This is an optimization exercise on Yosys and OpenROAD, whose aim is small area, a short achievable clock period and few clock cycles, not a production implementation.
Where RTL was checked, it was by simulation tests only, not by an equivalence proof against the original.
Power and IR drop assume default switching activity.

==> run C <==
==> flow/design.v <==
module awx_draw (
    input  wire        clk,
    input  wire        rst,
    input  wire        cmd_valid,
    output wire        cmd_ready,
    input  wire [63:0] cmd_desc,
    input  wire [1:0]  cfg_orient,
    input  wire [2:0]  flag_clr,
    output wire        tx_valid,
    input  wire        tx_ready,
    output wire        tx_cmd,
    output wire [15:0] tx_data,
    input  wire        tx_idle,
    output reg  [13:0] win_remain,
    output reg  [2:0]  flags         
);
    localparam [3:0] OP_NOP    = 4'h0,
                     OP_SETWIN = 4'h1,
                     OP_PIXEL  = 4'h2,
                     OP_POINT  = 4'h3,
                     OP_FILL   = 4'h4,
                     OP_LINE   = 4'h5,
                     OP_RECT   = 4'h6,
                     OP_CIRCLE = 4'h7;
    localparam [1:0] T_IDLE = 2'd0, T_DEC = 2'd1, T_RUN = 2'd2;
    localparam [3:0] G_IDLE = 4'd0,
                     G_LOUT = 4'd1,    
                     G_LI1  = 4'd2,    
                     G_LI2  = 4'd3,    
                     G_LI3  = 4'd4,    
                     G_LI4  = 4'd5,    
                     G_LCHK = 4'd6,    
                     G_LS1  = 4'd7,    
                     G_LS2  = 4'd8,    
                     G_LS3  = 4'd9,    
                     G_CIRC = 4'd10,
                     G_WCHK = 4'd11;   
    reg [1:0] tstate;
    reg       rdy;
    assign cmd_ready = rdy;
    reg [3:0]  op;
    reg        zok;                  
    reg [8:0]  fx1, fy1, fx2, fy2;   
    reg [15:0] color;
    reg        o;                    
    always @(posedge clk) begin
        if (rdy) begin
            op    <= cmd_desc[63:60];
            zok   <= (cmd_desc[59:56] == 4'd0) && (cmd_desc[19:16] == 4'd0);
            fx1   <= cmd_desc[55:47];
            fy1   <= cmd_desc[46:38];
            fx2   <= cmd_desc[37:29];
            fy2   <= cmd_desc[28:20];
            color <= cmd_desc[15:0];
            o     <= cfg_orient[1];
        end
    end
    wire zx1 = (fx1 == 9'd0);
    wire zy1 = (fy1 == 9'd0);
    wire zx2 = (fx2 == 9'd0);
    wire zy2 = (fy2 == 9'd0);
    wire zc  = (color == 16'd0);
    wire d_nop    = (op == OP_NOP)    && zok && zx1 && zy1 && zx2 && zy2 && zc;
    wire d_setwin = (op == OP_SETWIN) && zok && zc;
    wire d_pixel  = (op == OP_PIXEL)  && zok && zx1 && zy1 && zx2 && zy2;
    wire d_point  = (op == OP_POINT)  && zok && zx2 && zy2;
    wire d_fill   = (op == OP_FILL)   && zok;
    wire d_line   = (op == OP_LINE)   && zok;
    wire d_rect   = (op == OP_RECT)   && zok;
    wire d_circle = (op == OP_CIRCLE) && zok && zy2;
    wire ptw     = (op == OP_POINT) || (op == OP_LINE) || (op == OP_RECT) || (op == OP_CIRCLE);
    wire is_fill = (op == OP_FILL);
    wire is_rect = (op == OP_RECT);
    wire is_pt   = (op == OP_POINT);
    reg [3:0]  gst;
    reg [8:0]  r0, r1;           
    reg signed [11:0] e;         
    reg [9:0]  md, nd;           
    reg        sx, sy, xmaj, stepm;
    reg        lfirst;
    reg [1:0]  edge_n;
    reg [2:0]  k;                
    reg        cdec;
    reg        gvalid;
    reg [7:0]  gx, gy;
    reg        gxh, gyh;         
    wire       gon   = !gxh && !(gx[7] && (gx[6] || gx[5])) &&
                       !gyh && !gy[7] && !(gy[6] && (gy[5] || gy[4]));
    wire       gfree = !gvalid || !gon;
    wire       gpt   = gvalid && gon;
    reg        wreq, preq, cnt_act;
    reg        txv, tx_cmd_r, tx_col;
    reg [7:0]  tx_lo;
    reg [2:0]  eseq;
    assign tx_valid = txv;
    assign tx_cmd   = tx_cmd_r;
    assign tx_data  = {tx_col ? color[15:8] : 8'd0, tx_lo};
    wire fire = txv && tx_ready;
    wire sel_b = k[2];
    wire xneg  = k[1];
    wire yneg  = k[0];
    wire k_first = (k == 3'b111);
    wire k_second = (k == 3'b101);
    wire k_last  = (k == 3'b110);
    reg [2:0] k_next;
    always @(*) begin
        case (k)
            3'b111: k_next = 3'b101;
            3'b101: k_next = 3'b010;
            3'b010: k_next = 3'b011;
            3'b011: k_next = 3'b100;
            3'b100: k_next = 3'b001;
            3'b001: k_next = 3'b000;
            3'b000: k_next = 3'b110;
            default: k_next = 3'b111;
        endcase
    end
    reg [10:0] ax, bx, ay, by;
    reg        ix, iy;
    always @(*) begin
        ax = 11'd0; bx = {2'b00, r0}; ix = 1'b0;
        ay = 11'd0; by = {2'b00, r1}; iy = 1'b0;
        case (gst)
            G_LI1, G_WCHK: begin
                ax = {2'b00, fx2}; ix = 1'b1;
                ay = {2'b00, fy2}; iy = 1'b1;
            end
            G_LI2: begin
                bx = {md[9], md}; ix = sx;
                by = {nd[9], nd}; iy = sy;
            end
            G_LI3: begin
                ax = {md[9], md}; bx = {nd[9], nd}; ix = 1'b1;
            end
            G_CIRC: begin
                ax = {2'b00, fx1}; bx = {2'b00, sel_b ? r1 : r0}; ix = xneg;
                ay = {2'b00, fy1}; by = {2'b00, sel_b ? r0 : r1}; iy = yneg;
            end
            default: ;
        endcase
    end
    wire [10:0] sx_sum = ax + (bx ^ {11{ix}}) + {10'd0, ix};
    wire [10:0] sy_sum = ay + (by ^ {11{iy}}) + {10'd0, iy};
    reg [11:0] be;
    reg        ie;
    always @(*) begin
        be = {2'b00, md}; ie = 1'b0;
        if (gst == G_LS2 || gst == G_LS3) begin
            be = {2'b00, nd}; ie = 1'b1;
        end else if (gst == G_CIRC) begin
            if (k_first) begin be = {2'b00, r0, 1'b1}; ie = 1'b0; end
            else           begin be = {2'b00, r1, 1'b1}; ie = 1'b1; end
        end
    end
    wire signed [11:0] se = e + $signed(be ^ {12{ie}}) + $signed({11'd0, ie});
    wire win_ok = !sx_sum[10] && (fx2 < 9'd160) && !sy_sum[10] && (fy2 < 9'd80);
    wire dpos = !e[11] && (e != 12'sd0);
    wire [9:0] cgap = {1'b0, r1} - {1'b0, r0};
    wire cont = !cgap[9] && ((cgap[8:1] != 8'd0) || (cgap[0] && !dpos));    
    wire       r0_down = (gst == G_LS3) && sx;
    wire       r1_down = ((gst == G_LS3) && sy) || (gst == G_CIRC);
    wire [8:0] r0_step = r0 + {{8{r0_down}}, 1'b1};
    wire [8:0] r1_step = r1 + {{8{r1_down}}, 1'b1};
    wire fx_end    = (r0 == fx2);
    wire fy_end    = (r1 == fy2);
    wire fill_last = fx_end && fy_end;
    wire lmaj   = is_rect ? !edge_n[0] : xmaj;
    wire at_end = is_pt || (lmaj ? fx_end : fy_end);
    wire last_edge = !is_rect || (edge_n == 2'd3);
    wire win_data  = (op != OP_SETWIN);
    wire tx_last   = (eseq == 3'd7) ? (!is_fill || fill_last)
                                    : ((eseq == 3'd6) && !win_data);
    wire start_src = ptw ? gpt : wreq;
    wire start_win = (tstate == T_RUN) && !txv && tx_idle && start_src;
    wire start_pix = (tstate == T_RUN) && !txv && preq;
    wire [2:0] nseq   = eseq + 3'd1;
    reg  [7:0] csel;
    always @(*) begin
        case (nseq)
            3'd1:    csel = ptw ? gx[7:0] : fx1[7:0];
            3'd2:    csel = ptw ? gx[7:0] : fx2[7:0];
            3'd4:    csel = ptw ? gy[7:0] : fy1[7:0];
            default: csel = ptw ? gy[7:0] : fy2[7:0];
        endcase
    end
    wire       x_part = (nseq == 3'd1) || (nseq == 3'd2);
    wire [7:0] cval   = csel + ((x_part ^ o) ? 8'd26 : 8'd1);
    always @(posedge clk) begin
        if (rst) begin
            txv <= 1'b0;
        end else if (start_win) begin
            txv      <= 1'b1;
            tx_cmd_r <= 1'b1;
            tx_lo    <= 8'h2A;
            tx_col   <= 1'b0;
            eseq     <= 3'd0;
        end else if (start_pix) begin
            txv      <= 1'b1;
            tx_cmd_r <= 1'b0;
            tx_lo    <= color[7:0];
            tx_col   <= 1'b1;
            eseq     <= 3'd7;
        end else if (fire) begin
            case (eseq)
                3'd2: begin
                    tx_cmd_r <= 1'b1;
                    tx_lo    <= 8'h2B;
                    eseq     <= nseq;
                end
                3'd5: begin
                    tx_cmd_r <= 1'b1;
                    tx_lo    <= 8'h2C;
                    eseq     <= nseq;
                end
                3'd6: begin
                    if (win_data) begin
                        tx_cmd_r <= 1'b0;
                        tx_lo    <= color[7:0];
                        tx_col   <= 1'b1;
                        eseq     <= 3'd7;
                    end else begin
                        txv <= 1'b0;
                    end
                end
                3'd7: begin
                    if (tx_last) txv <= 1'b0;
                end
                default: begin
                    tx_cmd_r <= 1'b0;
                    tx_lo    <= cval;
                    eseq     <= nseq;
                end
            endcase
        end
    end
    wire it_en = is_fill ? (fire && eseq == 3'd7) : cnt_act;
    wire gwrite = gfree && ((gst == G_LOUT) || (gst == G_CIRC));
    wire wr_nz = (win_remain != 14'd0);
    wire done_now = (gst == G_IDLE) && !gpt && !wreq && !preq && !cnt_act &&
                    (!txv || (fire && tx_last));
    always @(posedge clk) begin
        if (rst) begin
            tstate     <= T_IDLE;
            rdy        <= 1'b1;
            gst        <= G_IDLE;
            gvalid     <= 1'b0;
            wreq       <= 1'b0;
            preq       <= 1'b0;
            cnt_act    <= 1'b0;
            win_remain <= 14'd0;
            flags      <= 3'd0;
        end else begin
            if (rdy)
                flags <= flags & ~flag_clr;
            if (gvalid && !gon)
                flags[0] <= 1'b1;
            if (gwrite) begin
                gvalid <= 1'b1;
                gx     <= sx_sum[7:0];
                gy     <= sy_sum[7:0];
                gxh    <= (sx_sum[10:8] != 3'd0);
                gyh    <= (sy_sum[10:8] != 3'd0);
            end else if ((fire && eseq == 3'd4 && ptw) || !gon) begin
                gvalid <= 1'b0;
            end
            if (start_win && !ptw)
                wreq <= 1'b0;
            if (start_pix)
                preq <= 1'b0;
            if (start_win) begin
                if (wr_nz) flags[1] <= 1'b1;
                win_remain <= 14'd0;
                if (op == OP_SETWIN) cnt_act <= 1'b1;
            end else if (cnt_act || (fire && eseq == 3'd7 && op == OP_PIXEL && wr_nz)) begin
                win_remain <= win_remain + {{13{!cnt_act}}, 1'b1};
            end else if (fire && eseq == 3'd7 && op == OP_PIXEL) begin
                flags[1] <= 1'b1;
            end
            if (it_en) begin
                if (fx_end) begin
                    r0 <= fx1;
                    r1 <= r1_step;
                end else begin
                    r0 <= r0_step;
                end
                if (fill_last) cnt_act <= 1'b0;
            end
            case (tstate)
                T_IDLE: if (cmd_valid) begin
                    tstate <= T_DEC;
                    rdy    <= 1'b0;
                end
                T_DEC: begin
                    tstate <= T_IDLE;
                    rdy    <= 1'b1;
                    if (d_nop) begin
                    end else if (d_setwin || d_fill) begin
                        r0     <= fx1;
                        r1     <= fy1;
                        gst    <= G_WCHK;
                        tstate <= T_RUN;
                        rdy    <= 1'b0;
                    end else if (d_pixel) begin
                        preq   <= 1'b1;
                        tstate <= T_RUN;
                        rdy    <= 1'b0;
                    end else if (d_point || d_line || d_rect) begin
                        r0     <= fx1;
                        r1     <= fy1;
                        edge_n <= 2'd0;
                        lfirst <= 1'b1;
                        gst    <= G_LOUT;
                        tstate <= T_RUN;
                        rdy    <= 1'b0;
                    end else if (d_circle) begin
                        r0     <= 9'd0;
                        r1     <= fx2;
                        e      <= 12'sd0;
                        k      <= 3'b111;
                        cdec   <= 1'b0;
                        gst    <= G_CIRC;
                        tstate <= T_RUN;
                        rdy    <= 1'b0;
                    end else begin
                        flags[2] <= 1'b1;
                    end
                end
                T_RUN: if (done_now) begin
                    tstate <= T_IDLE;
                    rdy    <= 1'b1;
                end
                default: begin
                    tstate <= T_IDLE;
                    rdy    <= 1'b1;
                end
            endcase
            case (gst)
                G_LOUT: if (gfree) begin
                    lfirst <= 1'b0;
                    if (is_pt)       gst <= G_IDLE;
                    else if (lfirst) gst <= G_LI1;
                    else             gst <= G_LCHK;
                end
                G_LI1: begin
                    md  <= sx_sum[9:0];
                    nd  <= sy_sum[9:0];
                    sx  <= sx_sum[10];
                    sy  <= sy_sum[10];
                    gst <= G_LI2;
                end
                G_LI2: begin
                    md  <= sx_sum[9:0];
                    nd  <= sy_sum[9:0];
                    gst <= is_rect ? G_LCHK : G_LI3;
                end
                G_LI3: begin
                    xmaj <= !sx_sum[10];
                    gst  <= G_LI4;
                end
                G_LI4: begin
                    if (xmaj) begin
                        md <= nd;
                        nd <= md;
                    end
                    e   <= 12'sd0;
                    gst <= G_LCHK;
                end
                G_LCHK: begin
                    if (at_end) begin
                        if (last_edge) begin
                            gst <= G_IDLE;
                        end else begin
                            edge_n <= edge_n + 2'd1;
                            r0     <= (edge_n == 2'd2) ? fx2 : fx1;
                            r1     <= (edge_n == 2'd1) ? fy2 : fy1;
                            gst    <= G_LOUT;
                        end
                    end else begin
                        stepm <= 1'b0;
                        gst   <= is_rect ? G_LS3 : G_LS1;
                    end
                end
                G_WCHK: begin
                    if (win_ok) wreq <= 1'b1;
                    else flags[0] <= 1'b1;
                    gst <= G_IDLE;
                end
                G_LS1: begin
                    e   <= se;
                    gst <= G_LS2;
                end
                G_LS2: begin
                    stepm <= !se[11];
                    gst <= G_LS3;
                end
                G_LS3: begin
                    if (stepm) e <= se;
                    if (lmaj || stepm) r0 <= r0_step;
                    if (!lmaj || stepm) r1 <= r1_step;
                    gst <= G_LOUT;
                end
                G_CIRC: if (gfree) begin
                    k <= k_next;
                    if (k_first || (k_second && cdec))
                        e <= se;
                    if (k_last) begin
                        cdec <= dpos;
                        r0   <= r0_step;
                        if (dpos) r1 <= r1_step;
                        if (!cont) gst <= G_IDLE;
                    end
                end
                default: ;
            endcase
        end
    end
endmodule
==> flow/flow/run.sh <==
#!/bin/bash
set -euo pipefail
bash standard.sh finish SETUP_SLACK_MARGIN=8 CORE_UTILIZATION=55 PLACE_DENSITY=0.7 \
    "BUFFER_PORTS_ARGS=-buffer_cell sky130_fd_sc_hd__buf_4" > make_flow.log 2>&1
==> flow/standard.sh <==
#!/bin/bash
# synth_recipe.tcl (not shown) runs the flow's synth.tcl, then flattens the netlist and writes it again
# the make line also repeats each setting of config.mk as NAME=value (left out here)
make -C /OpenROAD-flow-scripts/flow DESIGN_CONFIG=/design/flow/config.mk WORK_HOME=/design/flow/orfs CLKGATE_MAP_FILE= SYNTH_SCRIPT=/design/flow/synth_recipe.tcl "${@:-finish}"
==> flow/config.mk <==
export PLATFORM = sky130hd
export DESIGN_NAME = awx_draw
export DESIGN_NICKNAME = awx_draw
export VERILOG_FILES = /design/flow/design.v
export SDC_FILE = /design/flow/constraint.sdc
export NUM_CORES = 4
export LEC_CHECK = 0
export CAP_MARGIN = 20
export CORE_MARGIN = 2
export CORE_UTILIZATION = 40
export PLACE_DENSITY = 0.6
export SLEW_MARGIN = 20
==> flow/constraint.sdc <==
create_clock -name core_clock -period 12.0 [get_ports {clk}]
set_input_delay 2.4000 -clock core_clock [delete_from_list [all_inputs] [get_ports {clk}]]
set_output_delay 2.4000 -clock core_clock [all_outputs]
set_load 0.01 [all_outputs]
==> run D: changes against run C <==
--- a/flow/design.v
+++ b/flow/design.v
@@ -84,6 +84,10 @@
     reg        gvalid;
-    reg [7:0]  gx, gy;
-    reg        gxh, gyh;         
-    wire       gon   = !gxh && !(gx[7] && (gx[6] || gx[5])) &&
-                       !gyh && !gy[7] && !(gy[6] && (gy[5] || gy[4]));
+    wire       is_circ = (op == OP_CIRCLE);
+    wire       gon_c = !md[8] && !(md[7] && (md[6] || md[5])) &&
+                       !nd[8] && !nd[7] && !(nd[6] && (nd[5] || nd[4]));
+    wire       gon_l = !r0[8] && !(r0[7] && (r0[6] || r0[5])) &&
+                       !r1[8] && !r1[7] && !(r1[6] && (r1[5] || r1[4]));
+    wire       gon   = is_circ ? gon_c : gon_l;
+    wire [7:0] gx    = is_circ ? md[7:0] : r0[7:0];
+    wire [7:0] gy    = is_circ ? nd[7:0] : r1[7:0];
     wire       gfree = !gvalid || !gon;
@@ -120,10 +124,7 @@
     always @(*) begin
-        ax = 11'd0; bx = {2'b00, r0}; ix = 1'b0;
-        ay = 11'd0; by = {2'b00, r1}; iy = 1'b0;
+        ax = {2'b00, fx2}; bx = {2'b00, r0}; ix = 1'b1;
+        ay = {2'b00, fy2}; by = {2'b00, r1}; iy = 1'b1;
         case (gst)
-            G_LI1, G_WCHK: begin
-                ax = {2'b00, fx2}; ix = 1'b1;
-                ay = {2'b00, fy2}; iy = 1'b1;
-            end
             G_LI2: begin
+                ax = 11'd0; ay = 11'd0;
                 bx = {md[9], md}; ix = sx;
@@ -237,2 +238,3 @@
     wire gwrite = gfree && ((gst == G_LOUT) || (gst == G_CIRC));
+    wire gheld  = gvalid;        
     wire wr_nz = (win_remain != 14'd0);
@@ -258,6 +260,2 @@
                 gvalid <= 1'b1;
-                gx     <= sx_sum[7:0];
-                gy     <= sy_sum[7:0];
-                gxh    <= (sx_sum[10:8] != 3'd0);
-                gyh    <= (sy_sum[10:8] != 3'd0);
             end else if ((fire && eseq == 3'd4 && ptw) || !gon) begin
@@ -371,3 +369,3 @@
                             gst <= G_IDLE;
-                        end else begin
+                        end else if (!gheld) begin
                             edge_n <= edge_n + 2'd1;
@@ -395,3 +393,3 @@
                 end
-                G_LS3: begin
+                G_LS3: if (!gheld) begin
                     if (stepm) e <= se;
@@ -402,2 +400,4 @@
                 G_CIRC: if (gfree) begin
+                    md <= {1'b0, (sx_sum[10:8] != 3'd0), sx_sum[7:0]};
+                    nd <= {1'b0, (sy_sum[10:8] != 3'd0), sy_sum[7:0]};
                     k <= k_next;
==> flow/flow/run.sh (replaced) <==
#!/bin/bash
set -euo pipefail
bash standard.sh finish SETUP_SLACK_MARGIN=8 CORE_UTILIZATION=33 \
    "BUFFER_PORTS_ARGS=-buffer_cell sky130_fd_sc_hd__buf_4" > make_flow.log 2>&1
==> qor summary <==
quantity                                                                   run D                run C
Area added between synthesis and finish                                    22.3%                15.9%
Core area                                                             0.0386 mm²           0.0242 mm²
Total design power                                                       1570 µW              2620 µW
First-pass GRT wire length                                             71,500 µm            65,700 µm
XOR/XNOR Fraction of Synth Area                                            7.42%                6.09%
Result of the run                               no timing/DRC/antenna violations  no timing/DRC/antenna violations
Layout multi-input combinational cell count                                1,144                1,177
Highest-power group                                                    registers  combinational cells
Clock Power                                                               588 µW               604 µW
Met3 Wirelength                                                          4650 µm              5450 µm
Sequential cell area in the final layout                             0.00455 mm²          0.00509 mm²
Minimum clock period after layout                                        3970 ps              3920 ps
Hold slack                                                                464 ps               492 ps
Share of final-layout standard cells stronger than drive strength 1        19.7%                15.5%
Cell-internal power                                                      1100 µW              1570 µW
Total number of vias                                                      12,600               12,800
Utilization after layout                                                   40.9%                64.6%
Actual transition at the worst max-transition pin                        1070 ps              1040 ps
Met2 layer wire length in the routed design                            21,500 µm            19,000 µm
Final WS setup                                                           8030 ps              8080 ps
Total area of multi-input combinational cells                        0.00820 mm²          0.00816 mm²
Aggregate global-route resource usage                                      23.0%                32.8%
Testbench counts of run D, summed over its fixed seeds: cycles 348,170.
Only the layout flow was run in run C; the RTL was not checked for function there.

==> re-timing with driven ports <==
No port has a modelled driver above. Below, the same layouts with a new extraction and two added sets of constraints. Step 1 sets driving cells, clkbuf_16 on the clock port and buf_2 on the other inputs (assumed; they add their load-dependent delay and slew). Step 2 times the ports against the registers' clock, not the clock port: input delays grow and output delays shrink by t, the midpoint of the rising clock arrivals with the driver on. Three values: no drivers, after step 1, after step 2; two values: the first two.
| run | t, ns | slack for setup (ns) | clock arrival spread, ns | worst register clock-pin slew, ns | cell pins on the clock port's net |
|---|---|---|---|---|---|
| run C | 0.497 | 8.080 / 8.087 / 7.589 | 0.019 / 0.019 | 0.09 / 0.09 | 1 |
| run D | 0.508 | 8.031 / 8.031 / 7.713 | 0.011 / 0.010 | 0.07 / 0.07 | 1 |
After both steps every run listed still meets setup and hold. For run C, which loses most, drivers alone change the setup slack by +0.007 ns; drivers and shift together by -0.491 ns.
